This is an optimization exercise on Yosys and OpenROAD, whose aim is small area, a short achievable clock period and few clock cycles, not a production implementation. The RTL was checked by simulation tests, not by an equivalence proof against the original design. Power figures rest on the tool's default switching activity, not on a simulated workload.

==> flow/design.v <==
module sicxe_core (
    input  wire        clk,
    input  wire        rst,           
    input  wire        start,         
    input  wire [23:0] entry,         
    input  wire [23:0] prog_len,      
    input  wire [23:0] step_limit,    
    output wire        busy,
    output reg  [2:0]  stop_code,
    output reg  [3:0]  err_kind,
    output reg         mem_req,
    output reg         mem_we,
    output reg         mem_byte,
    output reg  [15:0] mem_addr,
    output wire [23:0] mem_wdata,
    input  wire        mem_gnt,
    input  wire [31:0] mem_rdata,
    output wire        dev_req,
    output wire [1:0]  dev_op,
    output wire [7:0]  dev_id,
    output wire [7:0]  dev_wdata,
    input  wire        dev_gnt,
    input  wire        dev_flag,
    input  wire [7:0]  dev_rdata,
    input  wire [3:0]  dbg_sel,
    output wire [23:0] dbg_rdata
);
    localparam [2:0] STOP_NONE = 3'd0, STOP_NORMAL = 3'd1, STOP_ERROR = 3'd2,
                     STOP_CEILING = 3'd3, STOP_NOT_READY = 3'd4;
    localparam [3:0] E_PC_BOUNDS = 4'd1, E_FETCH_SHORT = 4'd2,
                     E_INDIRECT_BOUNDS = 4'd3, E_UNKNOWN_OPCODE = 4'd4,
                     E_IMMEDIATE_NOT_ALLOWED = 4'd5, E_MEM_BOUNDS = 4'd6,
                     E_DIV_ZERO = 4'd7, E_PC_RANGE = 4'd8;
    localparam [1:0] DEV_TEST = 2'd0, DEV_READ = 2'd1, DEV_WRITE = 2'd2;
    localparam [7:0] OP_LDA = 8'h00, OP_LDX = 8'h04, OP_LDL = 8'h08, OP_STA = 8'h0C,
                     OP_STX = 8'h10, OP_STL = 8'h14, OP_ADD = 8'h18, OP_SUB = 8'h1C,
                     OP_MUL = 8'h20, OP_DIV = 8'h24, OP_COMP = 8'h28, OP_TIX = 8'h2C,
                     OP_JEQ = 8'h30, OP_JGT = 8'h34, OP_JLT = 8'h38, OP_J = 8'h3C,
                     OP_JSUB = 8'h48, OP_RSUB = 8'h4C, OP_LDCH = 8'h50, OP_STCH = 8'h54,
                     OP_LDB = 8'h68, OP_LDS = 8'h6C, OP_LDT = 8'h74, OP_STB = 8'h78,
                     OP_STS = 8'h7C, OP_STT = 8'h84, OP_ADDR = 8'h90, OP_SUBR = 8'h94,
                     OP_MULR = 8'h98, OP_DIVR = 8'h9C, OP_COMPR = 8'hA0, OP_RMO = 8'hAC,
                     OP_CLEAR = 8'hB4, OP_TIXR = 8'hB8, OP_RD = 8'hD8, OP_WD = 8'hDC,
                     OP_TD = 8'hE0;
    localparam [2:0] S_IDLE = 3'd0, S_RUN = 3'd1, S_W = 3'd2, S_IND = 3'd3,
                     S_E2 = 3'd4, S_MD = 3'd5, S_DEV = 3'd6;
    localparam [1:0] PC_SEQ = 2'd0, PC_TA = 2'd1, PC_L = 2'd2, PC_PTR = 2'd3;
    localparam [2:0] W_ALU = 3'd0, W_P1 = 3'd1, W_ZERO = 3'd2, W_XINC = 3'd3,
                     W_PCN = 3'd4, W_OPND = 3'd5, W_BYTE = 3'd6, W_MD = 3'd7;
    localparam integer MK = 4;        
    reg [2:0]  state;
    reg        ready;
    reg        ret_flag;
    reg [23:0] rem;       
    reg [23:0] rA, rX, rL, rB, rS, rT, r6, r7, pc, sw;
    reg [31:0] w0, w1, w2;
    reg [1:0]  nw;        
    reg        fif;       
    reg [13:0] fwa;       
    reg [23:0] qpc;       
    reg        e_valid;
    reg [7:0]  e_b0, e_b1;
    reg [23:0] ta_q;      
    reg        e_inr;     
    reg        e_fs;      
    reg [23:0] mR;        
    reg [24:0] mD;        
    reg [23:0] mQ;        
    reg        md_div, md_neg, md_prep, md_fin;
    reg [3:0]  md_cnt;
    assign busy = (state != S_IDLE);
    function [23:0] rdreg(input [3:0] k);
        case (k)
            4'd0: rdreg = rA;
            4'd1: rdreg = rX;
            4'd2: rdreg = rL;
            4'd3: rdreg = rB;
            4'd4: rdreg = rS;
            4'd5: rdreg = rT;
            4'd6: rdreg = r6;
            4'd7: rdreg = r7;
            4'd8: rdreg = pc;
            4'd9: rdreg = sw;
            default: rdreg = 24'd0;
        endcase
    endfunction
    function [4:0] bitlen(input [23:0] v);
        integer k;
        begin
            bitlen = 5'd0;
            for (k = 0; k < 24; k = k + 1)
                if (v[k]) bitlen = k + 1;
        end
    endfunction
    function fmt2_op(input [7:0] o);
        fmt2_op = (o == OP_ADDR) || (o == OP_SUBR) || (o == OP_MULR) ||
                  (o == OP_DIVR) || (o == OP_COMPR) || (o == OP_RMO) ||
                  (o == OP_CLEAR) || (o == OP_TIXR);
    endfunction
    assign dbg_rdata = rdreg(dbg_sel);
    wire [1:0]  off = qpc[1:0];
    reg  [31:0] head;
    always @* begin
        case (off)
            2'd0: head = w0;
            2'd1: head = {w0[23:0], w1[31:24]};
            2'd2: head = {w0[15:0], w1[31:16]};
            default: head = {w0[7:0], w1[31:8]};
        endcase
    end
    wire [7:0]  d_b0 = head[31:24];
    wire [7:0]  d_b1 = head[23:16];
    wire [7:0]  d_op = {d_b0[7:2], 2'b00};
    wire        d_fmt2 = fmt2_op(d_op);
    wire        d_n = d_b0[1];
    wire        d_i = d_b0[0];
    wire        d_x = d_b1[7];
    wire        d_b = d_b1[6];
    wire        d_p = d_b1[5];
    wire        d_e = d_b1[4];
    wire [2:0]  d_len = d_fmt2 ? 3'd2 : (d_e ? 3'd4 : 3'd3);
    wire        d_imm = d_i & ~d_n;
    wire [11:0] d_disp = head[19:8];
    wire        d_sext = (d_b | d_p | (~d_n & ~d_i)) & d_disp[11];
    wire [23:0] d_field = d_e ? {4'd0, head[19:0]} : {{12{d_sext}}, d_disp};
    wire        d_pcrel = d_p & ~d_b;
    wire        d_brel  = d_b & ~d_p;
    wire [23:0] ta_calc = (d_pcrel ? qpc : 24'd0) + (d_brel ? rB : 24'd0) + d_field +
                          (d_x ? rX : 24'd0) +
                          {21'd0, d_pcrel & d_e, d_pcrel & ~d_e, d_pcrel & ~d_e};
    wire [2:0]  avail1 = 3'd4 - {1'b0, off};        
    wire        d_have = (nw >= 2'd2) ||
                         ((nw == 2'd1) && (avail1 >= 3'd2) && (avail1 >= d_len));
    wire [2:0]  d_offl = {1'b0, off} + d_len;      
    wire [23:0] qpc_n  = qpc + {21'd0, d_len};
    wire        d_inr  = (qpc < prog_len);
    wire        d_fs   = (&qpc[15:2]) && (d_offl > 3'd4);
    wire        d_usex = ~d_fmt2 & ~d_imm & d_x;
    wire        d_useb = ~d_fmt2 & ~d_imm & d_brel;
    wire [7:0]  op = {e_b0[7:2], 2'b00};
    wire        is_fmt2 = fmt2_op(op);
    wire        f_n = e_b0[1];
    wire        f_i = e_b0[0];
    wire [3:0]  r1 = e_b1[7:4];
    wire [3:0]  r2 = e_b1[3:0];
    wire        is_imm = f_i & ~f_n;
    wire        is_ind = f_n & ~f_i;
    wire is_load   = (op == OP_LDA) || (op == OP_LDX) || (op == OP_LDL) ||
                     (op == OP_LDB) || (op == OP_LDS) || (op == OP_LDT);
    wire is_store3 = (op == OP_STA) || (op == OP_STX) || (op == OP_STL) ||
                     (op == OP_STB) || (op == OP_STS) || (op == OP_STT);
    wire is_stch   = (op == OP_STCH);
    wire is_store  = is_store3 || is_stch;
    wire is_ldch   = (op == OP_LDCH);
    wire is_add    = (op == OP_ADD);
    wire is_sub    = (op == OP_SUB);
    wire is_mul    = (op == OP_MUL);
    wire is_div    = (op == OP_DIV);
    wire is_comp   = (op == OP_COMP);
    wire is_tix    = (op == OP_TIX);
    wire is_tixr   = (op == OP_TIXR);
    wire is_arith  = is_add || is_sub || is_mul || is_div || is_comp || is_tix;
    wire is_dev    = (op == OP_TD) || (op == OP_RD) || (op == OP_WD);
    wire is_byteop = is_ldch || is_dev;
    wire is_jsub   = (op == OP_JSUB);
    wire is_rsub   = (op == OP_RSUB);
    wire is_jump   = (op == OP_J) || (op == OP_JEQ) || (op == OP_JLT) ||
                     (op == OP_JGT) || is_jsub;
    wire is_oper   = is_load || is_arith || is_byteop;
    wire is_known  = is_oper || is_store || is_jump || is_rsub;
    wire taken = (op == OP_J) || is_jsub ||
                 (op == OP_JEQ && sw == 24'd0) ||
                 (op == OP_JLT && sw == 24'd1) ||
                 (op == OP_JGT && sw == 24'd2);
    reg [3:0] ls_reg;
    always @* begin
        case (op)
            OP_LDX, OP_STX: ls_reg = 4'd1;
            OP_LDL, OP_STL: ls_reg = 4'd2;
            OP_LDB, OP_STB: ls_reg = 4'd3;
            OP_LDS, OP_STS: ls_reg = 4'd4;
            OP_LDT, OP_STT: ls_reg = 4'd5;
            default:        ls_reg = 4'd0;
        endcase
    end
    wire f2_wr2 = (op == OP_ADDR) || (op == OP_SUBR) || (op == OP_MULR) ||
                  (op == OP_DIVR) || (op == OP_RMO);
    wire e_wx = (op == OP_LDX) || is_tix || is_tixr || (f2_wr2 && r2 == 4'd1) ||
                ((op == OP_CLEAR) && r1 == 4'd1);
    wire e_wb = (op == OP_LDB) || (f2_wr2 && r2 == 4'd3) ||
                ((op == OP_CLEAR) && r1 == 4'd3);
    wire hz   = e_valid && ((e_wx && d_usex) || (e_wb && d_useb));
    wire        at_ceiling = (rem == 24'd0);
    wire        pc_oob     = (pc[23:16] != 8'd0);
    wire [3:0]  sel1 = is_fmt2 ? r1 : ls_reg;    
    wire [3:0]  sel2 = is_fmt2 ? r2 : 4'd0;      
    wire [23:0] p1 = rdreg(sel1);
    wire [23:0] p2 = rdreg(sel2);
    wire        in_w   = (state == S_W);
    wire [23:0] opnd   = in_w ? mem_rdata[31:8] : ta_q;
    wire [7:0]  opnd8  = in_w ? mem_rdata[31:24] : ta_q[7:0];
    wire        tix_any = is_tix || is_tixr;
    wire [23:0] x_inc = rX + 24'd1;
    wire        alu_sub = is_sub || is_comp || tix_any || (op == OP_SUBR) || (op == OP_COMPR);
    wire [23:0] alu_a = tix_any ? x_inc : p2;
    wire [23:0] alu_b = is_fmt2 ? p1 : opnd;
    wire [23:0] addsub = alu_a + (alu_sub ? ~alu_b : alu_b) + {23'd0, alu_sub};
    wire        c_eq = (addsub == 24'd0);
    wire        c_lt = (alu_a[23] ^ alu_b[23]) ? alu_a[23] : addsub[23];
    wire        tixr_x = is_tixr && (r1 == 4'd1);
    reg  [23:0] cc_res;
    always @* begin
        if (c_eq || tixr_x)                 cc_res = 24'd0;
        else if (c_lt ^ (op == OP_COMPR))   cc_res = 24'd1;
        else                                cc_res = 24'd2;
    end
    wire [23:0] abs_a = alu_a[23] ? (24'd0 - alu_a) : alu_a;
    wire [23:0] abs_b = alu_b[23] ? (24'd0 - alu_b) : alu_b;
    wire [4:0]  la = bitlen(mR);
    wire [4:0]  lb = bitlen(mD[23:0]);
    wire        dv_zero = (la < lb);
    wire [4:0]  dv_s  = la - lb;
    wire [4:0]  dv_sp = dv_s | 5'd1;
    wire [24:0] dv_dsh = mD << dv_sp;
    wire [25:0] dv_t1 = {2'b0, mR} - {1'b0, mD};
    wire        dv_q1 = !dv_t1[25];
    wire [23:0] dv_r1 = dv_q1 ? dv_t1[23:0] : mR;
    wire [25:0] dv_t2 = {2'b0, dv_r1} - {2'b0, mD[24:1]};
    wire        dv_q2 = !dv_t2[25];
    wire [23:0] dv_r2 = dv_q2 ? dv_t2[23:0] : dv_r1;
    wire [23:0] dv_qn = {mQ[21:0], dv_q1, dv_q2};
    wire [23:0] dv_res = md_neg ? (24'd0 - mQ) : mQ;
    wire [23:0] mu_acc = mR + (mQ[0] ? mD[23:0] : 24'd0) +
                         (mQ[1] ? {mD[22:0], 1'b0} : 24'd0) +
                         (mQ[2] ? {mD[21:0], 2'b0} : 24'd0) +
                         (mQ[3] ? {mD[20:0], 3'b0} : 24'd0);
    wire        mu_last = ((mQ >> MK) == 24'd0);
    wire        md_done = md_div ? (md_prep ? dv_zero : md_fin) : mu_last;
    wire [23:0] md_res  = md_div ? (md_prep ? 24'd0 : dv_res) : mu_acc;
    reg  [2:0]  w_src;
    wire [7:0]  byte_in = is_ldch ? opnd8 : (dev_flag ? dev_rdata : 8'd0);
    reg  [23:0] w_d;
    always @* begin
        case (w_src)
            W_ALU:  w_d = addsub;
            W_P1:   w_d = p1;
            W_ZERO: w_d = 24'd0;
            W_XINC: w_d = x_inc;
            W_PCN:  w_d = qpc;               
            W_OPND: w_d = opnd;
            W_BYTE: w_d = {rA[23:8], byte_in};
            default: w_d = md_res;
        endcase
    end
    reg         s_dev;
    wire [23:0] s_d = s_dev ? {23'd0, dev_flag} : cc_res;
    wire        ta_in1 = (ta_q[23:16] == 8'd0);
    wire        ta_in3 = ta_in1 && (ta_q[15:1] != 15'h7FFF);
    wire [11:0] qblk = qpc[15:4];
    wire [11:0] tblk = ta_q[15:4];
    wire        st_hit = (tblk == qblk) || (tblk == qblk + 12'd1) || (tblk == qblk - 12'd1);
    reg [2:0]  nx_state;
    reg        a_commit;          
    reg        a_lbc;             
    reg [1:0]  a_pcsrc;
    reg        a_flush;           
    reg        a_jf;              
    reg        a_stop;
    reg [2:0]  a_code;
    reg [3:0]  a_kind;
    reg        a_unready;
    reg        w_en;
    reg [3:0]  w_sel;
    reg        s_en;
    reg        md_go, md_isdiv;
    reg        ta_we, opb_we;
    reg        e_port;            
    reg        e_fetch;           
    reg        e_rl;              
    reg        e_we, e_byte;
    reg        d_req;
    always @* begin
        nx_state  = state;
        a_commit  = 1'b0;
        a_lbc     = 1'b0;
        a_pcsrc   = PC_SEQ;
        a_flush   = 1'b0;
        a_jf      = 1'b0;
        a_stop    = 1'b0;
        a_code    = STOP_ERROR;
        a_kind    = 4'd0;
        a_unready = 1'b0;
        w_en      = 1'b0;
        w_sel     = 4'd0;
        w_src     = W_ALU;
        s_en      = 1'b0;
        s_dev     = 1'b0;
        md_go     = 1'b0;
        md_isdiv  = 1'b0;
        ta_we     = 1'b0;
        opb_we    = 1'b0;
        e_port    = 1'b0;
        e_fetch   = 1'b0;
        e_rl      = 1'b0;
        e_we      = 1'b0;
        e_byte    = 1'b0;
        d_req     = 1'b0;
        case (state)
            S_IDLE: if (start) nx_state = S_RUN;
            S_RUN: begin
                if (!ready) begin
                    a_stop = 1'b1; a_code = STOP_NOT_READY;
                end else if (!e_valid) begin
                end else if (at_ceiling) begin
                    a_stop = 1'b1; a_code = STOP_CEILING;
                end else if (!e_inr) begin
                    a_stop = 1'b1; a_unready = 1'b1;
                    if (ret_flag) a_code = STOP_NORMAL;
                    else a_kind = E_PC_RANGE;
                end else if (pc_oob) begin
                    a_stop = 1'b1; a_unready = 1'b1; a_kind = E_PC_BOUNDS;
                end else if (e_fs) begin
                    a_stop = 1'b1; a_unready = 1'b1; a_kind = E_FETCH_SHORT;
                end else if (is_fmt2) begin
                    case (op)
                        OP_ADDR, OP_SUBR: begin
                            w_en = 1'b1; w_sel = r2; w_src = W_ALU;
                            a_commit = 1'b1; a_lbc = 1'b1;
                        end
                        OP_RMO: begin
                            w_en = 1'b1; w_sel = r2; w_src = W_P1;
                            a_commit = 1'b1; a_lbc = 1'b1;
                        end
                        OP_CLEAR: begin
                            w_en = 1'b1; w_sel = r1; w_src = W_ZERO;
                            a_commit = 1'b1; a_lbc = 1'b1;
                        end
                        OP_COMPR: begin
                            s_en = 1'b1;
                            a_commit = 1'b1; a_lbc = 1'b1;
                        end
                        OP_TIXR: begin
                            w_en = 1'b1; w_sel = 4'd1; w_src = W_XINC; s_en = 1'b1;
                            a_commit = 1'b1; a_lbc = 1'b1;
                        end
                        OP_MULR: begin md_go = 1'b1; nx_state = S_MD; end
                        default: begin    
                            if (p1 == 24'd0) begin
                                a_stop = 1'b1; a_unready = 1'b1; a_kind = E_DIV_ZERO;
                            end else begin
                                md_go = 1'b1; md_isdiv = 1'b1; nx_state = S_MD;
                            end
                        end
                    endcase
                end else if (is_ind && !ta_in3) begin
                    a_stop = 1'b1; a_unready = 1'b1; a_kind = E_INDIRECT_BOUNDS;
                end else if (!is_known) begin
                    a_stop = 1'b1; a_unready = 1'b1; a_kind = E_UNKNOWN_OPCODE;
                end else if (is_rsub) begin
                    a_commit = 1'b1; a_lbc = 1'b1; a_pcsrc = PC_L; a_flush = 1'b1; a_jf = 1'b1;
                    e_port = 1'b1; e_fetch = 1'b1; e_rl = 1'b1;
                end else if (is_jump) begin
                    if (is_imm) begin
                        a_stop = 1'b1; a_unready = 1'b1; a_kind = E_IMMEDIATE_NOT_ALLOWED;
                    end else if (!taken) begin
                        a_commit = 1'b1; a_lbc = 1'b1;
                    end else if (is_ind) begin
                        e_port = 1'b1;
                        if (mem_gnt) nx_state = S_IND;
                    end else begin
                        if (is_jsub) begin w_en = 1'b1; w_sel = 4'd2; w_src = W_PCN; end
                        a_commit = 1'b1; a_lbc = 1'b1; a_pcsrc = PC_TA; a_flush = 1'b1; a_jf = 1'b1;
                        e_port = 1'b1; e_fetch = 1'b1;
                    end
                end else if (is_ind) begin
                    e_port = 1'b1;
                    if (mem_gnt) nx_state = S_IND;
                end else if (is_imm) begin
                    if (is_store) begin
                        a_stop = 1'b1; a_unready = 1'b1; a_kind = E_IMMEDIATE_NOT_ALLOWED;
                    end else if (is_load) begin
                        w_en = 1'b1; w_sel = ls_reg; w_src = W_OPND;
                        a_commit = 1'b1; a_lbc = 1'b1;
                    end else if (is_ldch) begin
                        w_en = 1'b1; w_sel = 4'd0; w_src = W_BYTE;
                        a_commit = 1'b1; a_lbc = 1'b1;
                    end else if (is_add || is_sub) begin
                        w_en = 1'b1; w_sel = 4'd0; w_src = W_ALU;
                        a_commit = 1'b1; a_lbc = 1'b1;
                    end else if (is_comp) begin
                        s_en = 1'b1;
                        a_commit = 1'b1; a_lbc = 1'b1;
                    end else if (is_tix) begin
                        w_en = 1'b1; w_sel = 4'd1; w_src = W_XINC; s_en = 1'b1;
                        a_commit = 1'b1; a_lbc = 1'b1;
                    end else if (is_mul) begin
                        md_go = 1'b1; nx_state = S_MD;
                    end else if (is_div) begin
                        if (ta_q == 24'd0) begin
                            a_stop = 1'b1; a_unready = 1'b1; a_kind = E_DIV_ZERO;
                        end else begin
                            md_go = 1'b1; md_isdiv = 1'b1; nx_state = S_MD;
                        end
                    end else begin
                        d_req = 1'b1;
                        if (dev_gnt) begin
                            a_commit = 1'b1;
                            if (op == OP_TD) begin
                                s_en = 1'b1; s_dev = 1'b1;
                            end else if (op == OP_RD) begin
                                w_en = 1'b1; w_sel = 4'd0; w_src = W_BYTE;
                            end
                        end
                    end
                end else if (is_store) begin
                    if (is_store3 ? !ta_in3 : !ta_in1) begin
                        a_stop = 1'b1; a_unready = 1'b1; a_kind = E_MEM_BOUNDS;
                    end else begin
                        e_port = 1'b1; e_we = 1'b1; e_byte = is_stch;
                        if (mem_gnt) begin
                            a_commit = 1'b1;
                            a_flush  = st_hit;
                        end
                    end
                end else begin
                    if (is_byteop ? !ta_in1 : !ta_in3) begin
                        a_stop = 1'b1; a_unready = 1'b1; a_kind = E_MEM_BOUNDS;
                    end else begin
                        e_port = 1'b1; e_byte = is_byteop;
                        if (mem_gnt) nx_state = S_W;
                    end
                end
            end
            S_E2: begin
                if (is_store) begin
                    if (is_store3 ? !ta_in3 : !ta_in1) begin
                        a_stop = 1'b1; a_unready = 1'b1; a_kind = E_MEM_BOUNDS;
                    end else begin
                        e_port = 1'b1; e_we = 1'b1; e_byte = is_stch;
                        if (mem_gnt) begin
                            a_commit = 1'b1;
                            a_flush  = st_hit;
                        end
                    end
                end else begin
                    if (is_byteop ? !ta_in1 : !ta_in3) begin
                        a_stop = 1'b1; a_unready = 1'b1; a_kind = E_MEM_BOUNDS;
                    end else begin
                        e_port = 1'b1; e_byte = is_byteop;
                        if (mem_gnt) nx_state = S_W;
                    end
                end
            end
            S_IND: begin
                if (is_jump) begin
                    if (is_jsub) begin w_en = 1'b1; w_sel = 4'd2; w_src = W_PCN; end
                    a_commit = 1'b1; a_lbc = 1'b1; a_pcsrc = PC_PTR; a_flush = 1'b1; a_jf = 1'b1;
                end else begin
                    ta_we = 1'b1; nx_state = S_E2;
                end
            end
            S_W: begin
                if (is_load) begin
                    w_en = 1'b1; w_sel = ls_reg; w_src = W_OPND;
                    a_commit = 1'b1; a_lbc = 1'b1;
                end else if (is_ldch) begin
                    w_en = 1'b1; w_sel = 4'd0; w_src = W_BYTE;
                    a_commit = 1'b1; a_lbc = 1'b1;
                end else if (is_add || is_sub) begin
                    w_en = 1'b1; w_sel = 4'd0; w_src = W_ALU;
                    a_commit = 1'b1; a_lbc = 1'b1;
                end else if (is_comp) begin
                    s_en = 1'b1;
                    a_commit = 1'b1; a_lbc = 1'b1;
                end else if (is_tix) begin
                    w_en = 1'b1; w_sel = 4'd1; w_src = W_XINC; s_en = 1'b1;
                    a_commit = 1'b1; a_lbc = 1'b1;
                end else if (is_mul) begin
                    md_go = 1'b1; nx_state = S_MD;
                end else if (is_div) begin
                    if (opnd == 24'd0) begin
                        a_stop = 1'b1; a_unready = 1'b1; a_kind = E_DIV_ZERO;
                    end else begin
                        md_go = 1'b1; md_isdiv = 1'b1; nx_state = S_MD;
                    end
                end else begin
                    opb_we = 1'b1; nx_state = S_DEV;
                end
            end
            S_DEV: begin
                d_req = 1'b1;
                if (dev_gnt) begin
                    a_commit = 1'b1;
                    if (op == OP_TD) begin
                        s_en = 1'b1; s_dev = 1'b1;
                    end else if (op == OP_RD) begin
                        w_en = 1'b1; w_sel = 4'd0; w_src = W_BYTE;
                    end
                end
            end
            S_MD: begin
                if (md_done) begin
                    w_en = 1'b1; w_sel = is_fmt2 ? r2 : 4'd0; w_src = W_MD;
                    a_commit = 1'b1; a_lbc = 1'b1;
                end
            end
            default: ;
        endcase
        if (a_commit) nx_state = S_RUN;
        if (a_stop)   nx_state = S_IDLE;
    end
    wire e_free    = !e_valid || (a_commit && !a_flush);
    wire e_free_lb = !e_valid || (a_lbc && !a_jf);
    wire d_ok      = (state != S_IDLE) && d_have && !hz;
    wire issue     = d_ok && e_free && !a_stop;
    wire issue_lb  = d_ok && e_free_lb;
    wire       pop_lb  = issue_lb && d_offl[2];
    wire       q_room  = fif ? (nw <= 2'd1 || (nw == 2'd2 && pop_lb)) :
                               (nw <= 2'd2 || pop_lb);
    wire       refill  = (state != S_IDLE) && (state != S_IND) && !e_port && q_room;
    always @* begin
        mem_req  = e_port | refill;
        mem_we   = e_we;
        mem_byte = e_byte;
        if (!e_port)      mem_addr = {fwa, 2'b00};
        else if (e_rl)    mem_addr = {rL[15:2], 2'b00};
        else if (e_fetch) mem_addr = {ta_q[15:2], 2'b00};
        else              mem_addr = ta_q[15:0];
    end
    wire [13:0] fwa_inc = mem_addr[15:2] + 14'd1;
    assign mem_wdata = p1;
    assign dev_req   = d_req;
    assign dev_op    = (op == OP_TD) ? DEV_TEST : (op == OP_RD) ? DEV_READ : DEV_WRITE;
    assign dev_id    = (state == S_DEV) ? mR[7:0] : ta_q[7:0];
    assign dev_wdata = rA[7:0];
    wire        pop = issue && d_offl[2];
    wire [1:0]  nws = nw - {1'b0, pop};
    reg  [31:0] w0n, w1n, w2n;
    always @* begin
        w0n = pop ? w1 : w0;
        w1n = pop ? w2 : w1;
        w2n = w2;
        if (fif) begin
            case (nws)
                2'd0: w0n = mem_rdata;
                2'd1: w1n = mem_rdata;
                default: w2n = mem_rdata;
            endcase
        end
    end
    wire [23:0] wr_d = rst ? 24'd0 : w_d;
    wire        wr_a = rst || w_en;
    always @(posedge clk) begin
        if (wr_a && (rst || w_sel == 4'd0)) rA <= wr_d;
        if (wr_a && (rst || w_sel == 4'd1)) rX <= wr_d;
        if (wr_a && (rst || w_sel == 4'd2)) rL <= wr_d;
        if (wr_a && (rst || w_sel == 4'd3)) rB <= wr_d;
        if (wr_a && (rst || w_sel == 4'd4)) rS <= wr_d;
        if (wr_a && (rst || w_sel == 4'd5)) rT <= wr_d;
        if (wr_a && (rst || w_sel == 4'd6)) r6 <= wr_d;
        if (wr_a && (rst || w_sel == 4'd7)) r7 <= wr_d;
        if (rst || s_en || (w_en && w_sel == 4'd9))
            sw <= (s_en && !rst) ? s_d : wr_d;
    end
    always @(posedge clk) begin
        if (rst) begin
            state     <= S_IDLE;
            ready     <= 1'b1;
            ret_flag  <= 1'b0;
            rem       <= 24'd0;
            stop_code <= STOP_NONE;
            err_kind  <= 4'd0;
            pc        <= entry;
            nw        <= 2'd0;
            fif       <= 1'b0;
            e_valid   <= 1'b0;
        end else begin
            state <= nx_state;
            if (ta_we)  ta_q <= mem_rdata[31:8];
            if (a_stop) begin
                stop_code <= a_code;
                if (a_code == STOP_ERROR) err_kind <= a_kind;
                if (a_unready) ready <= 1'b0;
            end
            if (a_commit) begin
                rem      <= rem - 24'd1;
                ret_flag <= is_rsub;
                case (a_pcsrc)
                    PC_SEQ:  pc <= qpc;
                    PC_TA:   pc <= ta_q;
                    PC_L:    pc <= rL;
                    default: pc <= mem_rdata[31:8];
                endcase
            end
            if (state == S_IDLE || a_stop || (a_commit && !issue)) begin
                e_valid <= 1'b0;
            end else if (issue) begin
                e_valid <= 1'b1;
                e_b0    <= d_b0;
                e_b1    <= d_b1;
                ta_q    <= d_imm ? d_field : ta_calc;
                e_inr   <= d_inr;
                e_fs    <= d_fs;
                pc      <= qpc;
            end
            if (state == S_IDLE) begin
                nw  <= 2'd0;
                fif <= 1'b0;
                fwa <= pc[15:2];
                qpc <= pc;
                if (start) rem <= step_limit;
            end else if (a_flush) begin
                nw <= 2'd0;
                case (a_pcsrc)
                    PC_TA:   qpc <= ta_q;
                    PC_L:    qpc <= rL;
                    PC_PTR:  qpc <= mem_rdata[31:8];
                    default: ;
                endcase
                if (e_fetch) begin
                    fif <= mem_gnt;
                    fwa <= mem_gnt ? fwa_inc : mem_addr[15:2];
                end else begin
                    fif <= 1'b0;
                    fwa <= (a_pcsrc == PC_PTR) ? mem_rdata[23:10] : qpc[15:2];
                end
            end else begin
                w0 <= w0n;
                w1 <= w1n;
                w2 <= w2n;
                nw <= nws + {1'b0, fif};
                fif <= refill && mem_gnt;
                if (refill && mem_gnt) fwa <= fwa_inc;
                if (issue) qpc <= qpc_n;
            end
            if (opb_we) mR <= {16'd0, mem_rdata[31:24]};
            if (md_go) begin
                md_div  <= md_isdiv;
                md_neg  <= alu_a[23] ^ alu_b[23];
                md_prep <= md_isdiv;
                md_fin  <= 1'b0;
                if (md_isdiv) begin
                    mR <= abs_a;
                    mD <= {1'b0, abs_b};
                end else begin
                    mR <= 24'd0;
                    mQ <= alu_b;
                    mD <= {1'b0, alu_a};
                end
            end else if (state == S_MD) begin
                if (md_div) begin
                    if (md_prep) begin
                        md_prep <= 1'b0;
                        mD      <= dv_dsh;
                        mQ      <= 24'd0;
                        md_cnt  <= dv_s[4:1] + 4'd1;
                    end else begin
                        mR     <= dv_r2;
                        mD     <= mD >> 2;
                        mQ     <= dv_qn;
                        md_cnt <= md_cnt - 4'd1;
                        md_fin <= (md_cnt == 4'd1);
                    end
                end else begin
                    mR <= mu_acc;
                    mD <= mD << MK;
                    mQ <= mQ >> MK;
                end
            end
        end
    end
endmodule
==> flow/run.sh <==
#!/bin/bash
# synth_recipe.tcl (not shown) runs the flow's synth.tcl, then flattens the netlist and writes it again
# the make line also repeats each setting of config.mk as NAME=value (left out here)
make -C /OpenROAD-flow-scripts/flow DESIGN_CONFIG=/design/flow/config.mk WORK_HOME=/design/flow/orfs CLKGATE_MAP_FILE= SYNTH_SCRIPT=/design/flow/synth_recipe.tcl finish
==> flow/config.mk <==
export PLATFORM = sky130hd
export DESIGN_NAME = sicxe_core
export DESIGN_NICKNAME = sicxe_core
export VERILOG_FILES = /design/flow/design.v
export SDC_FILE = /design/flow/constraint.sdc
export NUM_CORES = 4
export LEC_CHECK = 0
export CAP_MARGIN = 20
export CORE_MARGIN = 2
export CORE_UTILIZATION = 40
export SLEW_MARGIN = 20
==> flow/constraint.sdc <==
create_clock -name core_clock -period 15.0 [get_ports {clk}]
set_input_delay 3.0000 -clock core_clock [delete_from_list [all_inputs] [get_ports {clk}]]
set_output_delay 3.0000 -clock core_clock [all_outputs]
set_load 0.01 [all_outputs]
==> flow_summary.toml, run 1 <==
[run_status]
status = "timing/DRC/antenna clean"

[clock_network]
cts_resized = 0
postCtsHoldBufs = 0
cts-root-buf = "clkbuf_16"
cts_tree = "built"
post_cts_buffers = 0
clk_latency_ns = 0.73
htreeDepth = 3
cts_buffer_depth = 3
cts.sinks = 537
clk_pin_slew_ns = 0.06
cts_buffers = 69

[synth]
synth_mux_area_frac = 0.0679
ys.flop_type = "edfxtp_1"
synthAdderAreaFrac = 0.0945
seq_area_frac_synth = 0.313
synth-simple-area-share = 0.175
synth_compound_area_frac = 0.246
syn_avg_cell_area_um2 = 8.70
ys_ff_latch = 537
syn_inst = 5691
synth.distinct_cells = 107
synthXorXnorAreaFrac = 0.0539
synth_area_um2 = 49500
synth_top_family_by_area = "compound AO/OA/AOI/OAI gates"
synthArstFlopShare = 0
synth_edf_count = 473
syn_nets = 6116
yosys_warnings = 1

[power]
vdd_drop_max_mv = 0.151
pwr_density_cell_nw_per_um2 = 231
p_total_mw = 13.0
leakage_nw = 21.2

[die]
io_pins = 216
die_w_um = 356
dieArea_um2 = 127000
die_h_um = 356
coreArea_um2 = 123000
initial_core_util = 0.402
placement_rows = 129

[grt]
antenna_found_initial = 25
grt_usage = 0.426
grt_pass1_wl_um = 383000
grt_pass1_vias = 48400
grt-ovfl-total = 0
grt_max_degree = 69

[job]
cap_violations = 0

[timing]
rsz0062_at_grt = "no"
fmax_mhz = 95.6
setup_ws_ns = 4.54
post-route-period-util = 0.698
setup_tns_ns = 0
hold_viol_final = 0
report.final.slew_viol_count = 0
slew_headroom = 0.125
post-route-min-period_ns = 10.46
finalSetupViolations = 0
fin_hold_ws_ns = 0.483
skew_ns = 0.0479
tightestPinTransition_ns = 1.30

[place]
portBuffers = 215
place_area_um2 = 54100
numPlacedInstances = 7363
place.gp.congestion = 1.10
detailedPlacementHpwl_um = 210000
dpl_worst_slack_ns = 5.44

[cells_and_area]
seqCellArea_um2 = 15500
utilization = 0.458
layout.nets = 6224
drive_gt1_frac = 0.104
mostFrequentLayoutCells = "569 x nand2_1, 480 x nor2_1, 473 x edfxtp_1, 397 x a21oi_1, 298 x o21ai_0"
mostFrequentLayoutCell = "nand2_1"
multi_input_area_um2 = 31900
nFillCells = 12200
fin_cells = 7517
final_area_um2 = 56500
area_delta_synth_final_pct = 14.0

[routing]
drc_errors = 0
antenna_left = 0
drt-pass1-iter-count = 13
wl_per_cell_um = 37.1
drtIter0Drc = 9923
drt_wl_total_um = 279000
vias_per_cell = 7.01
vias = 52700

[worst_setup_path]
rrSetupSlack_ns = 5.54
crit_top_cell = "a21oi_1"
crit_path_max_incr_delay_ns = 0.84
critPathLaunchType = "register"
crit_type = "register to output port"
slowest_stage = "edfxtp_1"
worstPathArrival_ns = 7.46
cp_data_required_time_ns = 12.00
cp-end-kind = "output port"
worstPathCellList = "ha_1 -> inv_1 -> buf_4 -> a21oi_1 -> xnor2_1 -> nand2_1 -> xor2_1 -> nor3b_1 -> nand2b_1 -> inv_1 -> ha_1 -> a21o_1 -> a21oi_1 -> nor3b_1 -> o21ai_0 -> a2111o_1 -> maj3_1 -> a21oi_1 -> or2_2 -> clkdlybuf4s50_1"
path_max_fanout = 46

[worst_hold_path]
min_path_type = "register to register"
## report_power, final
part	switching (mW)	internal [mW]
logic	5.08	2.94
clock network	0.757	0.974
registers	0.975	2.29
total	6.81	6.20
## path summary, 6_finish.rpt
kind | start | cells past startpoint | to
worst max-delay path | qpc[1]$_DFFE_PP_ | 20 | mem_req
worst min-delay path | rem[15]$_SDFF_PP0_ | 2 | rem[15]$_SDFF_PP0_
worst max register to register | mD[1]$_DFFE_PP_ | 36 | mR[14]$_DFFE_PN_
worst min register to register | rem[15]$_SDFF_PP0_ | 2 | rem[15]$_SDFF_PP0_
## flip-flops by register name, summed over array words and instances, names as in the netlist, 25 cells and up
register / count
w2: 32
w0: 32
w1: 32
mD: 25
## cells by family after synthesis
group                    after synthesis
AO/OA/AOI/OAI                       1762
XOR/XNOR                             304
adder cells (fa/ha/maj)              304
buffers and inverters                629
flip-flops                           537
multiplexers                         310
AND/OR/NAND/NOR                     1845
## Yosys cell counts, types with 117 or more instances
library cell  number  area [um2]
nor3_1           124         621
clkbuf_1         299        1120
a21oi_1          402        2010
ha_1             186        2330
edfxtp_1         473       14200
inv_1            231         867
o21ai_0          302        1510
nand2_1          573        2150
xnor2_1          189        1660
a22oi_1          170        1280
mux2i_1          160        1600
fa_1             117        2340
mux2_2           134        1510
nand3_1          134         671
nor2_1           499        1870
and2_1           117         732
## metal layers
layer / track usage / share of wire / up-vias
li1: - / - / 21700
met1: 0.569 / 0.39 / 25500
met2: 0.594 / 0.40 / 4399
met3: 0.166 / 0.15 / 998
met4: 0.215 / 0.064 / 22
met5: 0.00528 / 0.00098 / -
## final cells by class
cell class | count | area share
Tap cell | 1637 | 0.0363
Antenna cell | 26 | 0.00115
Sequential cell | 537 | 0.274
Timing Repair Buffer | 430 | 0.0669
Inverter | 236 | 0.0157
Clock inverter | 41 | 0.00729
Clock buffer | 85 | 0.0327
Multi-Input combinational cell | 4525 | 0.566
## worst max-delay path, delay by kind of cell (launching register included)
kind                     cells  cell delay, ns
XOR/XNOR                     2            0.36
AND/OR/NAND/NOR              5            1.38
adder cells (fa/ha/maj)      3            1.39
flip-flops                   1            0.84
AO/OA/AOI/OAI                6            1.66
buffers and inverters        4            1.10
Testbench counts, summed over its fixed seeds: cycles 83,167.
==> run 2: changes to the inputs <==
--- a/flow/design.v
+++ b/flow/design.v
@@ -99,13 +99,17 @@
     endfunction
     assign dbg_rdata = rdreg(dbg_sel);
     wire [1:0]  off = qpc[1:0];
+    wire [31:0] t0 = (fif && nw == 2'd0) ? mem_rdata : w0;
+    wire [31:0] t1 = (fif && nw == 2'd1) ? mem_rdata : w1;
+    wire [31:0] t2 = (fif && nw == 2'd2) ? mem_rdata : w2;
+    wire [2:0]  nwt = {1'b0, nw} + {2'b0, fif};
     reg  [31:0] head;
     always @* begin
         case (off)
-            2'd0: head = w0;
-            2'd1: head = {w0[23:0], w1[31:24]};
-            2'd2: head = {w0[15:0], w1[31:16]};
-            default: head = {w0[7:0], w1[31:8]};
+            2'd0: head = t0;
+            2'd1: head = {t0[23:0], t1[31:24]};
+            2'd2: head = {t0[15:0], t1[31:16]};
+            default: head = {t0[7:0], t1[31:8]};
         endcase
     end
     wire [7:0]  d_b0 = head[31:24];
@@ -125,12 +129,16 @@
     wire [23:0] d_field = d_e ? {4'd0, head[19:0]} : {{12{d_sext}}, d_disp};
     wire        d_pcrel = d_p & ~d_b;
     wire        d_brel  = d_b & ~d_p;
-    wire [23:0] ta_calc = (d_pcrel ? qpc : 24'd0) + (d_brel ? rB : 24'd0) + d_field +
-                          (d_x ? rX : 24'd0) +
-                          {21'd0, d_pcrel & d_e, d_pcrel & ~d_e, d_pcrel & ~d_e};
+    wire [23:0] qpc3    = qpc + 24'd3;
+    wire [23:0] qpc4    = qpc + 24'd4;
+    wire [23:0] d_base  = d_pcrel ? (d_e ? qpc4 : qpc3) : (d_brel ? rB : 24'd0);
+    wire [23:0] d_xv    = d_x ? rX : 24'd0;
+    wire [23:0] ta_s    = d_base ^ d_field ^ d_xv;
+    wire [23:0] ta_c    = (d_base & d_field) | (d_base & d_xv) | (d_field & d_xv);
+    wire [23:0] ta_calc = ta_s + {ta_c[22:0], 1'b0};
     wire [2:0]  avail1 = 3'd4 - {1'b0, off};        
-    wire        d_have = (nw >= 2'd2) ||
-                         ((nw == 2'd1) && (avail1 >= 3'd2) && (avail1 >= d_len));
+    wire        d_have = (nwt >= 3'd2) ||
+                         ((nwt == 3'd1) && (avail1 >= 3'd2) && (avail1 >= d_len));
     wire [2:0]  d_offl = {1'b0, off} + d_len;      
     wire [23:0] qpc_n  = qpc + {21'd0, d_len};
     wire        d_inr  = (qpc < prog_len);
@@ -235,8 +243,9 @@
                          (mQ[2] ? {mD[21:0], 2'b0} : 24'd0) +
                          (mQ[3] ? {mD[20:0], 3'b0} : 24'd0);
     wire        mu_last = ((mQ >> MK) == 24'd0);
-    wire        md_done = md_div ? (md_prep ? dv_zero : md_fin) : mu_last;
-    wire [23:0] md_res  = md_div ? (md_prep ? 24'd0 : dv_res) : mu_acc;
+    wire        dv_last = (md_cnt == 4'd1) && !md_neg;
+    wire        md_done = md_div ? (md_prep ? dv_zero : (md_fin || dv_last)) : mu_last;
+    wire [23:0] md_res  = md_div ? (md_prep ? 24'd0 : (md_fin ? dv_res : dv_qn)) : mu_acc;
     reg  [2:0]  w_src;
     wire [7:0]  byte_in = is_ldch ? opnd8 : (dev_flag ? dev_rdata : 8'd0);
     reg  [23:0] w_d;
@@ -261,10 +270,8 @@
     wire        st_hit = (tblk == qblk) || (tblk == qblk + 12'd1) || (tblk == qblk - 12'd1);
     reg [2:0]  nx_state;
     reg        a_commit;          
-    reg        a_lbc;             
     reg [1:0]  a_pcsrc;
     reg        a_flush;           
-    reg        a_jf;              
     reg        a_stop;
     reg [2:0]  a_code;
     reg [3:0]  a_kind;
@@ -282,10 +289,8 @@
     always @* begin
         nx_state  = state;
         a_commit  = 1'b0;
-        a_lbc     = 1'b0;
         a_pcsrc   = PC_SEQ;
         a_flush   = 1'b0;
-        a_jf      = 1'b0;
         a_stop    = 1'b0;
         a_code    = STOP_ERROR;
         a_kind    = 4'd0;
@@ -325,23 +330,23 @@
                     case (op)
                         OP_ADDR, OP_SUBR: begin
                             w_en = 1'b1; w_sel = r2; w_src = W_ALU;
-                            a_commit = 1'b1; a_lbc = 1'b1;
+                            a_commit = 1'b1;
                         end
                         OP_RMO: begin
                             w_en = 1'b1; w_sel = r2; w_src = W_P1;
-                            a_commit = 1'b1; a_lbc = 1'b1;
+                            a_commit = 1'b1;
                         end
                         OP_CLEAR: begin
                             w_en = 1'b1; w_sel = r1; w_src = W_ZERO;
-                            a_commit = 1'b1; a_lbc = 1'b1;
+                            a_commit = 1'b1;
                         end
                         OP_COMPR: begin
                             s_en = 1'b1;
-                            a_commit = 1'b1; a_lbc = 1'b1;
+                            a_commit = 1'b1;
                         end
                         OP_TIXR: begin
                             w_en = 1'b1; w_sel = 4'd1; w_src = W_XINC; s_en = 1'b1;
-                            a_commit = 1'b1; a_lbc = 1'b1;
+                            a_commit = 1'b1;
                         end
                         OP_MULR: begin md_go = 1'b1; nx_state = S_MD; end
                         default: begin    
@@ -357,19 +362,19 @@
                 end else if (!is_known) begin
                     a_stop = 1'b1; a_unready = 1'b1; a_kind = E_UNKNOWN_OPCODE;
                 end else if (is_rsub) begin
-                    a_commit = 1'b1; a_lbc = 1'b1; a_pcsrc = PC_L; a_flush = 1'b1; a_jf = 1'b1;
+                    a_commit = 1'b1; a_pcsrc = PC_L; a_flush = 1'b1;
                     e_port = 1'b1; e_fetch = 1'b1; e_rl = 1'b1;
                 end else if (is_jump) begin
                     if (is_imm) begin
                         a_stop = 1'b1; a_unready = 1'b1; a_kind = E_IMMEDIATE_NOT_ALLOWED;
                     end else if (!taken) begin
-                        a_commit = 1'b1; a_lbc = 1'b1;
+                        a_commit = 1'b1;
                     end else if (is_ind) begin
                         e_port = 1'b1;
                         if (mem_gnt) nx_state = S_IND;
                     end else begin
                         if (is_jsub) begin w_en = 1'b1; w_sel = 4'd2; w_src = W_PCN; end
-                        a_commit = 1'b1; a_lbc = 1'b1; a_pcsrc = PC_TA; a_flush = 1'b1; a_jf = 1'b1;
+                        a_commit = 1'b1; a_pcsrc = PC_TA; a_flush = 1'b1;
                         e_port = 1'b1; e_fetch = 1'b1;
                     end
                 end else if (is_ind) begin
@@ -380,19 +385,19 @@
                         a_stop = 1'b1; a_unready = 1'b1; a_kind = E_IMMEDIATE_NOT_ALLOWED;
                     end else if (is_load) begin
                         w_en = 1'b1; w_sel = ls_reg; w_src = W_OPND;
-                        a_commit = 1'b1; a_lbc = 1'b1;
+                        a_commit = 1'b1;
                     end else if (is_ldch) begin
                         w_en = 1'b1; w_sel = 4'd0; w_src = W_BYTE;
-                        a_commit = 1'b1; a_lbc = 1'b1;
+                        a_commit = 1'b1;
                     end else if (is_add || is_sub) begin
                         w_en = 1'b1; w_sel = 4'd0; w_src = W_ALU;
-                        a_commit = 1'b1; a_lbc = 1'b1;
+                        a_commit = 1'b1;
                     end else if (is_comp) begin
                         s_en = 1'b1;
-                        a_commit = 1'b1; a_lbc = 1'b1;
+                        a_commit = 1'b1;
                     end else if (is_tix) begin
                         w_en = 1'b1; w_sel = 4'd1; w_src = W_XINC; s_en = 1'b1;
-                        a_commit = 1'b1; a_lbc = 1'b1;
+                        a_commit = 1'b1;
                     end else if (is_mul) begin
                         md_go = 1'b1; nx_state = S_MD;
                     end else if (is_div) begin
@@ -454,7 +459,7 @@
             S_IND: begin
                 if (is_jump) begin
                     if (is_jsub) begin w_en = 1'b1; w_sel = 4'd2; w_src = W_PCN; end
-                    a_commit = 1'b1; a_lbc = 1'b1; a_pcsrc = PC_PTR; a_flush = 1'b1; a_jf = 1'b1;
+                    a_commit = 1'b1; a_pcsrc = PC_PTR; a_flush = 1'b1;
                 end else begin
                     ta_we = 1'b1; nx_state = S_E2;
                 end
@@ -462,19 +467,19 @@
             S_W: begin
                 if (is_load) begin
                     w_en = 1'b1; w_sel = ls_reg; w_src = W_OPND;
-                    a_commit = 1'b1; a_lbc = 1'b1;
+                    a_commit = 1'b1;
                 end else if (is_ldch) begin
                     w_en = 1'b1; w_sel = 4'd0; w_src = W_BYTE;
-                    a_commit = 1'b1; a_lbc = 1'b1;
+                    a_commit = 1'b1;
                 end else if (is_add || is_sub) begin
                     w_en = 1'b1; w_sel = 4'd0; w_src = W_ALU;
-                    a_commit = 1'b1; a_lbc = 1'b1;
+                    a_commit = 1'b1;
                 end else if (is_comp) begin
                     s_en = 1'b1;
-                    a_commit = 1'b1; a_lbc = 1'b1;
+                    a_commit = 1'b1;
                 end else if (is_tix) begin
                     w_en = 1'b1; w_sel = 4'd1; w_src = W_XINC; s_en = 1'b1;
-                    a_commit = 1'b1; a_lbc = 1'b1;
+                    a_commit = 1'b1;
                 end else if (is_mul) begin
                     md_go = 1'b1; nx_state = S_MD;
                 end else if (is_div) begin
@@ -501,7 +506,7 @@
             S_MD: begin
                 if (md_done) begin
                     w_en = 1'b1; w_sel = is_fmt2 ? r2 : 4'd0; w_src = W_MD;
-                    a_commit = 1'b1; a_lbc = 1'b1;
+                    a_commit = 1'b1;
                 end
             end
             default: ;
@@ -510,13 +515,9 @@
         if (a_stop)   nx_state = S_IDLE;
     end
     wire e_free    = !e_valid || (a_commit && !a_flush);
-    wire e_free_lb = !e_valid || (a_lbc && !a_jf);
     wire d_ok      = (state != S_IDLE) && d_have && !hz;
     wire issue     = d_ok && e_free && !a_stop;
-    wire issue_lb  = d_ok && e_free_lb;
-    wire       pop_lb  = issue_lb && d_offl[2];
-    wire       q_room  = fif ? (nw <= 2'd1 || (nw == 2'd2 && pop_lb)) :
-                               (nw <= 2'd2 || pop_lb);
+    wire       q_room  = fif ? (nw <= 2'd1) : (nw <= 2'd2);
     wire       refill  = (state != S_IDLE) && (state != S_IND) && !e_port && q_room;
     always @* begin
         mem_req  = e_port | refill;
@@ -534,20 +535,9 @@
     assign dev_id    = (state == S_DEV) ? mR[7:0] : ta_q[7:0];
     assign dev_wdata = rA[7:0];
     wire        pop = issue && d_offl[2];
-    wire [1:0]  nws = nw - {1'b0, pop};
-    reg  [31:0] w0n, w1n, w2n;
-    always @* begin
-        w0n = pop ? w1 : w0;
-        w1n = pop ? w2 : w1;
-        w2n = w2;
-        if (fif) begin
-            case (nws)
-                2'd0: w0n = mem_rdata;
-                2'd1: w1n = mem_rdata;
-                default: w2n = mem_rdata;
-            endcase
-        end
-    end
+    wire [31:0] w0n = pop ? t1 : t0;
+    wire [31:0] w1n = pop ? t2 : t1;
+    wire [31:0] w2n = t2;
     wire [23:0] wr_d = rst ? 24'd0 : w_d;
     wire        wr_a = rst || w_en;
     always @(posedge clk) begin
@@ -628,7 +618,7 @@
                 w0 <= w0n;
                 w1 <= w1n;
                 w2 <= w2n;
-                nw <= nws + {1'b0, fif};
+                nw <= nwt[1:0] - {1'b0, pop};
                 fif <= refill && mem_gnt;
                 if (refill && mem_gnt) fwa <= fwa_inc;
                 if (issue) qpc <= qpc_n;
==> flow/flow/run.sh (new file) <==
#!/bin/bash
# The standard layout (standard.sh: ORFS synthesis, floorplan, placement,
# CTS, routing, finish), with two knobs changed:
#  - repair_timing aims for 7.5 ns of setup slack instead of 0, so the
#    resizer upsizes and buffers the critical paths further;
#  - port buffers are buf_4 instead of the resizer's default choice.
# The clock period and constraints are the standard flow's own.
set -euo pipefail
bash standard.sh SETUP_SLACK_MARGIN=7.5 "BUFFER_PORTS_ARGS=-buffer_cell sky130_fd_sc_hd__buf_4" finish \
    > flow_standard.log 2>&1
==> flow/standard.sh (new file) <==
#!/bin/bash
# synth_recipe.tcl (not shown) runs the flow's synth.tcl, then flattens the netlist and writes it again
# the make line also repeats each setting of config.mk as NAME=value (left out here)
make -C /OpenROAD-flow-scripts/flow DESIGN_CONFIG=/design/flow/config.mk WORK_HOME=/design/flow/orfs CLKGATE_MAP_FILE= SYNTH_SCRIPT=/design/flow/synth_recipe.tcl "${@:-finish}"
removed: flow/run.sh
==> run 2 against run 1 <==
Cell area up 7.0%. Count of clock-buffer cells in the layout decreased by 4. Still clean on timing, DRC and antenna. Maximum frequency is 39% higher. Sequential power down 25%. Worst hold slack improved by 0.0090 ns. Sequential share of layout area is 1.8 points lower. First-iteration DRC count is 4.6% higher. Power shrank 38%. Die area is 1.6% higher. Setup slack improved by 2.9 ns. Via count is 7.3% higher. Critical endpoint is now dbg_rdata[15].
==> flow_summary.toml, run 2 <==
[synth]
ys_ff_latch = 537
syn_nets = 6362
yosys.area.top_type_share = 0.282
synthArstFlopShare = 0
yosysTopAreaCell = "edfxtp_1"
synth_area_um2 = 50300
yosys-top-cells-count = "654 x nand2_1, 517 x nor2_1, 487 x a21oi_1, 473 x edfxtp_1, 360 x o21ai_0"
synth_most_common_cell = "nand2_1"
syn_avg_cell_area_um2 = 8.42
yosys_warnings = 1
synth_edf_count = 473
synth.distinct_cells = 115
ys.flop_type = "edfxtp_1"
syn_inst = 5978
synth.area.top_cells = "edfxtp_1 28%, nand2_1 4.9%, a21oi_1 4.8%"
seq_area_frac_synth = 0.308

[cells_and_area]
fin_cells = 7976
multi_input_area_um2 = 34100
area_delta_synth_final_pct = 20.0
layout.nets = 6621
nFillCells = 12200
reg.largest.list = "w0 (32), w1 (32), w2 (32)"
drive_gt1_frac = 0.189
mostFrequentLayoutCell = "nand2_1"
seqCellArea_um2 = 15500
mostFrequentLayoutCells = "646 x nand2_1, 552 x buf_4, 501 x nor2_1, 473 x edfxtp_1, 450 x a21oi_1"

[power]
intPower_mw = 4.38
p_comb_frac = 0.478
leakage_nw = 23.1
seqPwrFrac = 0.301
swShare = 0.460
pwr_density_cell_nw_per_um2 = 134
pwr-share-clk = 0.221
power_switching_mw = 3.73
vdd_drop_max_mv = 0.0977
p_total_mw = 8.11

[routing]
drc_errors = 0
drtIter0Drc = 10400
antenna_left = 0
vias_per_cell = 7.09
vias = 56500
wl_per_cell_um = 38.4
drt_wl_total_um = 306000
drt-pass1-iter-count = 13

[grt]
grt-ovfl-total = 0
antenna_found_initial = 32
grtUsageMet2 = 0.629
met1_usage = 0.586
grt_usage = 0.460
grt_pass1_wl_um = 416000
grt_use_met3 = 0.187
grt_max_degree = 72
grt-busiest-layer = "met2"
grt_pass1_vias = 51900

[worst_hold_path]
whs_path_depth = 2
min_path_type = "register to register"

[clock_network]
cts_buffer_depth = 3
cts_buffers = 68
cts-root-buf = "clkbuf_16"
htreeDepth = 3
clk_latency_ns = 0.73
cts.sinks = 537
postCtsHoldBufs = 0
cts_tree = "built"
clk_pin_slew_ns = 0.05

[timing]
setup_tns_ns = 0
tightestPinTransition_ns = 1.29
fmax_mhz = 133
fin_hold_ws_ns = 0.492
finalSetupViolations = 0
post-route-period-util = 0.503
post-route-min-period_ns = 7.54
report.final.slew_viol_count = 0
hold_viol_final = 0
skew_ns = 0.0484
rsz0062_at_grt = "yes"
slew_headroom = 0.134

[die]
die_h_um = 359
die_w_um = 359
placement_rows = 130
coreArea_um2 = 125000
initial_core_util = 0.402
io_pins = 216
dieArea_um2 = 129000

[place]
portBuffers = 215
numPlacedInstances = 7629
place.gp.congestion = 1.11
detailedPlacementHpwl_um = 224000

[worst_setup_path]
crit_type = "primary input to output port"
critPathLaunchType = "primary input"
cp-end-kind = "output port"
rrSetupSlack_ns = 7.57
reg2reg_depth = 19
path_max_fanout = 6
cp_data_required_time_ns = 12.00
worstPathArrival_ns = 4.54

[run_status]
status = "timing/DRC/antenna clean"

[job]
cap_violations = 0
==> run 2: cell count changes in the layout (fill, tap and decap cells not counted), sizes merged, moves of 28 or more <==
| cell | delta |
|---|---|
| buf | +400 |
| o21ai | +59 |
| mux2 | -72 |
| a221oi | -28 |
| nand2 | +85 |
| inv | -34 |
| o211ai | +29 |
| a21oi | +101 |
| clkdlybuf4s50 | -214 |
==> run 2: timing repair <==
| action | CTS | global route |
|---|---|---|
| setup buffers | 85 | 75 |
| cloned | 19 | 7 |
| endpoints found under the setup margin | 333 | 217 |
| gates resized for setup | 225 | 205 |
| pin swaps | 59 | 101 |
==> run 2: cell type report <==
cell class | instances | share of cell area
repair inverters | 3 | 0.000290
clock inverters | 44 | 0.00959
diodes | 34 | 0.00141
multi-input cells | 4790 | 0.565
repair buffers | 626 | 0.0905
well taps | 1650 | 0.0342
flip-flops and latches | 537 | 0.256
inverters | 211 | 0.0136
clock buffers | 81 | 0.0293
==> run 2: through the flow <==
step / worst slack, ns / instance area [um2] / util
6_report: 7.46 / 60400 / 0.482
5_1_grt: 7.38 / 60300 / 0.482
4_1_cts: 7.39 / 58600 / 0.468
3_5_place_dp: 5.81 / 54300 / 0.433
3_3_place_gp: 5.91 / 54300 / 0.433
2_1_floorplan: 7.23 / 50400 / -
==> run 2: cells by family (layout without fill, tap and decap cells) <==
kind of cell | Yosys count | after routing | synth area share
buf+inv | 662 | 965 | 0.0538
compound gates | 1985 | 1985 | 0.269
other cells | 0 | 34 | 0
mux | 218 | 218 | 0.0467
simple gates | 2003 | 2014 | 0.189
xor+xnor | 308 | 308 | 0.0540
flops | 537 | 537 | 0.308
fa+ha+maj | 265 | 265 | 0.0797
==> run 2: power groups by stage <==
stage | Combinational [mW] | Clock [mW] | Sequential, mW
finish | 3.88 | 1.79 | 2.44
global route | 4.07 | 1.85 | 2.41
CTS | 3.52 | 1.79 | 2.38
detailed placement | 3.29 | 0 | 2.41
global placement | 3.29 | 0 | 2.42
floorplan | 2.11 | 0 | 2.13
==> run 2: worst max-delay path, stage by stage <==
cell	delay [ns]
buf_8	0.07
nand2b_4	0.13
nor3_4	0.06
buf_6	0.12
buf_12	0.15
a22o_1	0.22
a221oi_2	0.18
nand4_1	0.33
buf_4	0.27
==> run 2: worst paths after layout <==
kind	start	to
setup / recovery	dbg_sel[3]	dbg_rdata[15]
hold / removal	err_kind[0]$_SDFFE_PP0P_	err_kind[0]$_SDFFE_PP0P_
setup reg to reg	mR[7]$_DFFE_PN_	sw[1]$_DFFE_PP_
hold reg to reg	err_kind[0]$_SDFFE_PP0P_	err_kind[0]$_SDFFE_PP0P_
==> run 2: metal layers <==
metal | wire, um | vias to the layer above
met1 | 114000 | 27500
met4 | 26600 | 26
met2 | 119000 | 4754
li1 | - | 23100
met5 | 485 | -
met3 | 45700 | 1121
Testbench counts of run 2, summed over its fixed seeds: cycles 77,886.
==> run 3: changes to the inputs <==
--- a/flow/design.v
+++ b/flow/design.v
@@ -56,8 +56,8 @@
     reg [31:0] w0, w1, w2;
     reg [1:0]  nw;        
     reg        fif;       
-    reg [13:0] fwa;       
     reg [23:0] qpc;       
+    wire [13:0] fwa = qpc[15:2] + {12'd0, nw} + {13'd0, fif};
     reg        e_valid;
     reg [7:0]  e_b0, e_b1;
     reg [23:0] ta_q;      
@@ -97,6 +97,25 @@
                   (o == OP_DIVR) || (o == OP_COMPR) || (o == OP_RMO) ||
                   (o == OP_CLEAR) || (o == OP_TIXR);
     endfunction
+    function [26:0] ks26(input [25:0] a, input [25:0] b, input cin);
+        reg [25:0] p, gg, pp;
+        integer i, d;
+        begin
+            p  = a ^ b;
+            gg = a & b;
+            pp = p;
+            gg[0] = gg[0] | (p[0] & cin);
+            for (d = 1; d < 26; d = d * 2)
+                for (i = 25; i >= d; i = i - 1) begin
+                    gg[i] = gg[i] | (pp[i] & gg[i - d]);
+                    pp[i] = pp[i] & pp[i - d];
+                end
+            ks26[0] = p[0] ^ cin;
+            for (i = 1; i < 26; i = i + 1)
+                ks26[i] = p[i] ^ gg[i - 1];
+            ks26[26] = gg[25];
+        end
+    endfunction
     assign dbg_rdata = rdreg(dbg_sel);
     wire [1:0]  off = qpc[1:0];
     wire [31:0] t0 = (fif && nw == 2'd0) ? mem_rdata : w0;
@@ -135,7 +154,8 @@
     wire [23:0] d_xv    = d_x ? rX : 24'd0;
     wire [23:0] ta_s    = d_base ^ d_field ^ d_xv;
     wire [23:0] ta_c    = (d_base & d_field) | (d_base & d_xv) | (d_field & d_xv);
-    wire [23:0] ta_calc = ta_s + {ta_c[22:0], 1'b0};
+    wire [26:0] ta_sum  = ks26({2'b0, ta_s}, {2'b0, ta_c[22:0], 1'b0}, 1'b0);
+    wire [23:0] ta_calc = ta_sum[23:0];
     wire [2:0]  avail1 = 3'd4 - {1'b0, off};        
     wire        d_have = (nwt >= 3'd2) ||
                          ((nwt == 3'd1) && (avail1 >= 3'd2) && (avail1 >= d_len));
@@ -212,7 +232,8 @@
     wire        alu_sub = is_sub || is_comp || tix_any || (op == OP_SUBR) || (op == OP_COMPR);
     wire [23:0] alu_a = tix_any ? x_inc : p2;
     wire [23:0] alu_b = is_fmt2 ? p1 : opnd;
-    wire [23:0] addsub = alu_a + (alu_sub ? ~alu_b : alu_b) + {23'd0, alu_sub};
+    wire [26:0] as_sum = ks26({2'b0, alu_a}, {2'b0, alu_sub ? ~alu_b : alu_b}, alu_sub);
+    wire [23:0] addsub = as_sum[23:0];
     wire        c_eq = (addsub == 24'd0);
     wire        c_lt = (alu_a[23] ^ alu_b[23]) ? alu_a[23] : addsub[23];
     wire        tixr_x = is_tixr && (r1 == 4'd1);
@@ -230,11 +251,11 @@
     wire [4:0]  dv_s  = la - lb;
     wire [4:0]  dv_sp = dv_s | 5'd1;
     wire [24:0] dv_dsh = mD << dv_sp;
-    wire [25:0] dv_t1 = {2'b0, mR} - {1'b0, mD};
-    wire        dv_q1 = !dv_t1[25];
+    wire [26:0] dv_t1 = ks26({2'b0, mR}, ~{1'b0, mD}, 1'b1);
+    wire        dv_q1 = dv_t1[26];
     wire [23:0] dv_r1 = dv_q1 ? dv_t1[23:0] : mR;
-    wire [25:0] dv_t2 = {2'b0, dv_r1} - {2'b0, mD[24:1]};
-    wire        dv_q2 = !dv_t2[25];
+    wire [26:0] dv_t2 = ks26({2'b0, dv_r1}, ~{2'b0, mD[24:1]}, 1'b1);
+    wire        dv_q2 = dv_t2[26];
     wire [23:0] dv_r2 = dv_q2 ? dv_t2[23:0] : dv_r1;
     wire [23:0] dv_qn = {mQ[21:0], dv_q1, dv_q2};
     wire [23:0] dv_res = md_neg ? (24'd0 - mQ) : mQ;
@@ -515,8 +536,8 @@
         if (a_stop)   nx_state = S_IDLE;
     end
     wire e_free    = !e_valid || (a_commit && !a_flush);
-    wire d_ok      = (state != S_IDLE) && d_have && !hz;
-    wire issue     = d_ok && e_free && !a_stop;
+    wire e_load    = (state != S_IDLE) && e_free && !a_stop;
+    wire issue     = e_load && d_have && !hz;
     wire       q_room  = fif ? (nw <= 2'd1) : (nw <= 2'd2);
     wire       refill  = (state != S_IDLE) && (state != S_IND) && !e_port && q_room;
     always @* begin
@@ -528,7 +549,6 @@
         else if (e_fetch) mem_addr = {ta_q[15:2], 2'b00};
         else              mem_addr = ta_q[15:0];
     end
-    wire [13:0] fwa_inc = mem_addr[15:2] + 14'd1;
     assign mem_wdata = p1;
     assign dev_req   = d_req;
     assign dev_op    = (op == OP_TD) ? DEV_TEST : (op == OP_RD) ? DEV_READ : DEV_WRITE;
@@ -582,10 +602,11 @@
                     default: pc <= mem_rdata[31:8];
                 endcase
             end
-            if (state == S_IDLE || a_stop || (a_commit && !issue)) begin
+            if (state == S_IDLE || a_stop || (a_commit && !issue))
                 e_valid <= 1'b0;
-            end else if (issue) begin
+            else if (issue)
                 e_valid <= 1'b1;
+            if (e_load) begin
                 e_b0    <= d_b0;
                 e_b1    <= d_b1;
                 ta_q    <= d_imm ? d_field : ta_calc;
@@ -596,7 +617,6 @@
             if (state == S_IDLE) begin
                 nw  <= 2'd0;
                 fif <= 1'b0;
-                fwa <= pc[15:2];
                 qpc <= pc;
                 if (start) rem <= step_limit;
             end else if (a_flush) begin
@@ -607,20 +627,13 @@
                     PC_PTR:  qpc <= mem_rdata[31:8];
                     default: ;
                 endcase
-                if (e_fetch) begin
-                    fif <= mem_gnt;
-                    fwa <= mem_gnt ? fwa_inc : mem_addr[15:2];
-                end else begin
-                    fif <= 1'b0;
-                    fwa <= (a_pcsrc == PC_PTR) ? mem_rdata[23:10] : qpc[15:2];
-                end
+                fif <= e_fetch && mem_gnt;
             end else begin
                 w0 <= w0n;
                 w1 <= w1n;
                 w2 <= w2n;
                 nw <= nwt[1:0] - {1'b0, pop};
                 fif <= refill && mem_gnt;
-                if (refill && mem_gnt) fwa <= fwa_inc;
                 if (issue) qpc <= qpc_n;
             end
             if (opb_we) mR <= {16'd0, mem_rdata[31:24]};
==> run 3 against run 2 <==
Still clean. Power grew 91%. Setup slack worse by 0.085 ns. Register-to-register slack hardly changed. Sequential share of layout area increased by 0.60 points. Clock power decreased by 5%. Critical path type is now primary input to register. Critical endpoint is now qpc[10]$_DFFE_PP_.
==> flow_summary.toml, run 3 <==
[synth]
syn_nets = 6136
seq_area_frac_synth = 0.308
synth.area.top_cells = "edfxtp_1 29%, a21oi_1 4.3%, ha_1 4.3%"
synthArstFlopShare = 0
ys.flop_type = "edfxtp_1"
ys_ff_latch = 523
yosys_warnings = 1
synth.distinct_cells = 117
syn_avg_cell_area_um2 = 8.65
syn_inst = 5750
synth_edf_count = 483

[clock_network]
cts-root-buf = "clkbuf_16"
htreeDepth = 3
cts_tree = "built"
cts.sinks = 523
clk_pin_slew_ns = 0.06
clk_latency_ns = 0.69
cts_buffer_depth = 3
cts_buffers = 66

[die]
dieArea_um2 = 127000
io_pins = 216
die_h_um = 357
coreArea_um2 = 123000

[worst_setup_path]
critPathLaunch = "mem_rdata[30]"
reg2reg_depth = 25
cp_data_required_time_ns = 15.33
critPathLaunchType = "primary input"
worstPathArrival_ns = 7.95
path_max_fanout = 24
rrSetupSlack_ns = 7.57
cp-end-kind = "register"
timing.rr.start = "e_b0[3]$_DFFE_PP_"
r2r-end = "sw[1]$_DFFE_PP_"

[cells_and_area]
nFillCells = 12000
reg.largest.list = "w0 (32), w1 (32), w2 (32)"
mostFrequentLayoutCell = "nor2_1"
drive_gt1_frac = 0.181
layout.nets = 6326
area_delta_synth_final_pct = 17.3
mostFrequentLayoutCells = "515 x nor2_1, 496 x nand2_1, 483 x edfxtp_1, 477 x buf_4, 401 x a21oi_1"

[place]
place.gp.congestion = 1.08
detailedPlacementHpwl_um = 203000
portBuffers = 215

[power]
intPower_mw = 7.20
swShare = 0.535
seqPwrFrac = 0.226
power_switching_mw = 8.27
vdd_drop_max_mv = 0.194
leakage_nw = 22.2
pwr_density_cell_nw_per_um2 = 265
p_total_mw = 15.5

[routing]
antenna_left = 0
drt-pass1-iter-count = 10
vias_per_cell = 6.91
wl_per_cell_um = 36.3
drtIter0Drc = 9015
drt_wl_total_um = 277000
drc_errors = 0
vias = 52800

[timing]
fmax_mhz = 131
tightestPinTransition_ns = 1.34
report.final.slew_viol_count = 0
setup_tns_ns = 0
post-route-period-util = 0.509

[grt]
grt_pass1_wl_um = 379000
grt_usage = 0.419
grt_pass1_vias = 48700
grt_max_degree = 77

[run_status]
status = "timing/DRC/antenna clean"

[worst_hold_path]
holdPathEnd = "rem[12]$_SDFF_PP0_"
min_path_type = "register to register"
run 3: changes by cell type after synthesis, sizes merged, moves of 37 or more:
| cell | change |
|---|---|
| nand2 | -149 |
| o221ai | -45 |
| o21ai | -37 |
| a21oi | -77 |
| mux2i | +44 |
| mux2 | +55 |
run 3: area by class of cell:
cell class | instances | area, um2 | area share
Multi-Input combinational cell | 4606 | 33300 | 0.572
Sequential cell | 523 | 15300 | 0.262
Timing Repair Buffer | 532 | 4530 | 0.0777
Tap cell | 1637 | 2050 | 0.0351
Clock buffer | 77 | 1700 | 0.0292
Inverter | 211 | 813 | 0.0139
Clock inverter | 41 | 539 | 0.00925
Antenna cell | 15 | 37.5 | 0.000644
run 3: power groups by stage:
| stage | Clock, mW | Combinational (mW) | Sequential [mW] |
|---|---|---|---|
| floorplan | 0 | 5.84 | 2.81 |
| global placement | 0 | 9.04 | 3.44 |
| detailed placement | 0 | 9.03 | 3.43 |
| CTS | 1.70 | 9.43 | 3.39 |
| global route | 1.76 | 10.8 | 3.43 |
| finish | 1.70 | 10.3 | 3.50 |
run 3: critical path, stage by stage:
cell and delay (ns):
buf_4 0.21, inv_1 0.15, o21ai_1 0.77, nor4_1 0.13
nand3_1 0.16, inv_1 0.10, nand3_1 0.17, a21boi_1 1.03
nand2_1 0.40, nor2_2 0.72, nand3_1 0.33, a211oi_4 0.31
buf_4 0.42
run 3: metrics by stage:
stage	util	worst slack (ns)	instances	area, um2	hold WS [ns]
5_1_grt	0.472	7.33	7627	58300	0.523
3_5_place_dp	0.434	5.81	7388	53600	0.479
4_1_cts	0.462	7.45	7572	57100	0.494
3_3_place_gp	0.434	5.82	7388	53600	0.472
2_1_floorplan	-	7.32	5750	49800	0.458
6_report	0.472	7.37	7642	58300	0.496
run 3: layer usage:
layer / up-vias / GRT usage / wire [um]
met5: - / 0 / 86
met4: 14 / 0.284 / 24400
met3: 994 / 0.118 / 34100
met2: 4076 / 0.612 / 115000
met1: 25600 / 0.535 / 104000
li1: 22100 / - / -
run 3: worst max path at each step:
stage	end	slack (ns)	cells past startpoint
after floorplan	ta_q[22]$_DFFE_PP_	7.32	25
after global placement	ta_q[22]$_DFFE_PP_	5.82	22
after detailed placement	ta_q[22]$_DFFE_PP_	5.81	22
after CTS	sw[1]$_DFFE_PP_	7.45	27
after global routing	ta_q[22]$_DFFE_PP_	7.33	28
final	qpc[10]$_DFFE_PP_	7.37	13
run 3: kinds of logic after synthesis:
kind of cell,count (synthesis),share of synthesized area
buffers and inverters,629,0.0514
AOI/OAI and AO/OA,1827,0.253
and+or+nand+nor,1868,0.180
xor gates and xnor gates,313,0.0553
adders and majority gates,266,0.0812
DFF,523,0.308
muxes,324,0.0718
run 3: repair_timing:
action	4_1_cts	5_1_grt
endpoints found under the hold margin	0	0
cloned	10	4
hold buffers	0	0
resized for setup	136	159
buffers inserted	56	50
endpoints found under the setup margin	575	366
pin swaps	31	45
Testbench counts of run 3, summed over its fixed seeds: cycles 77,886.
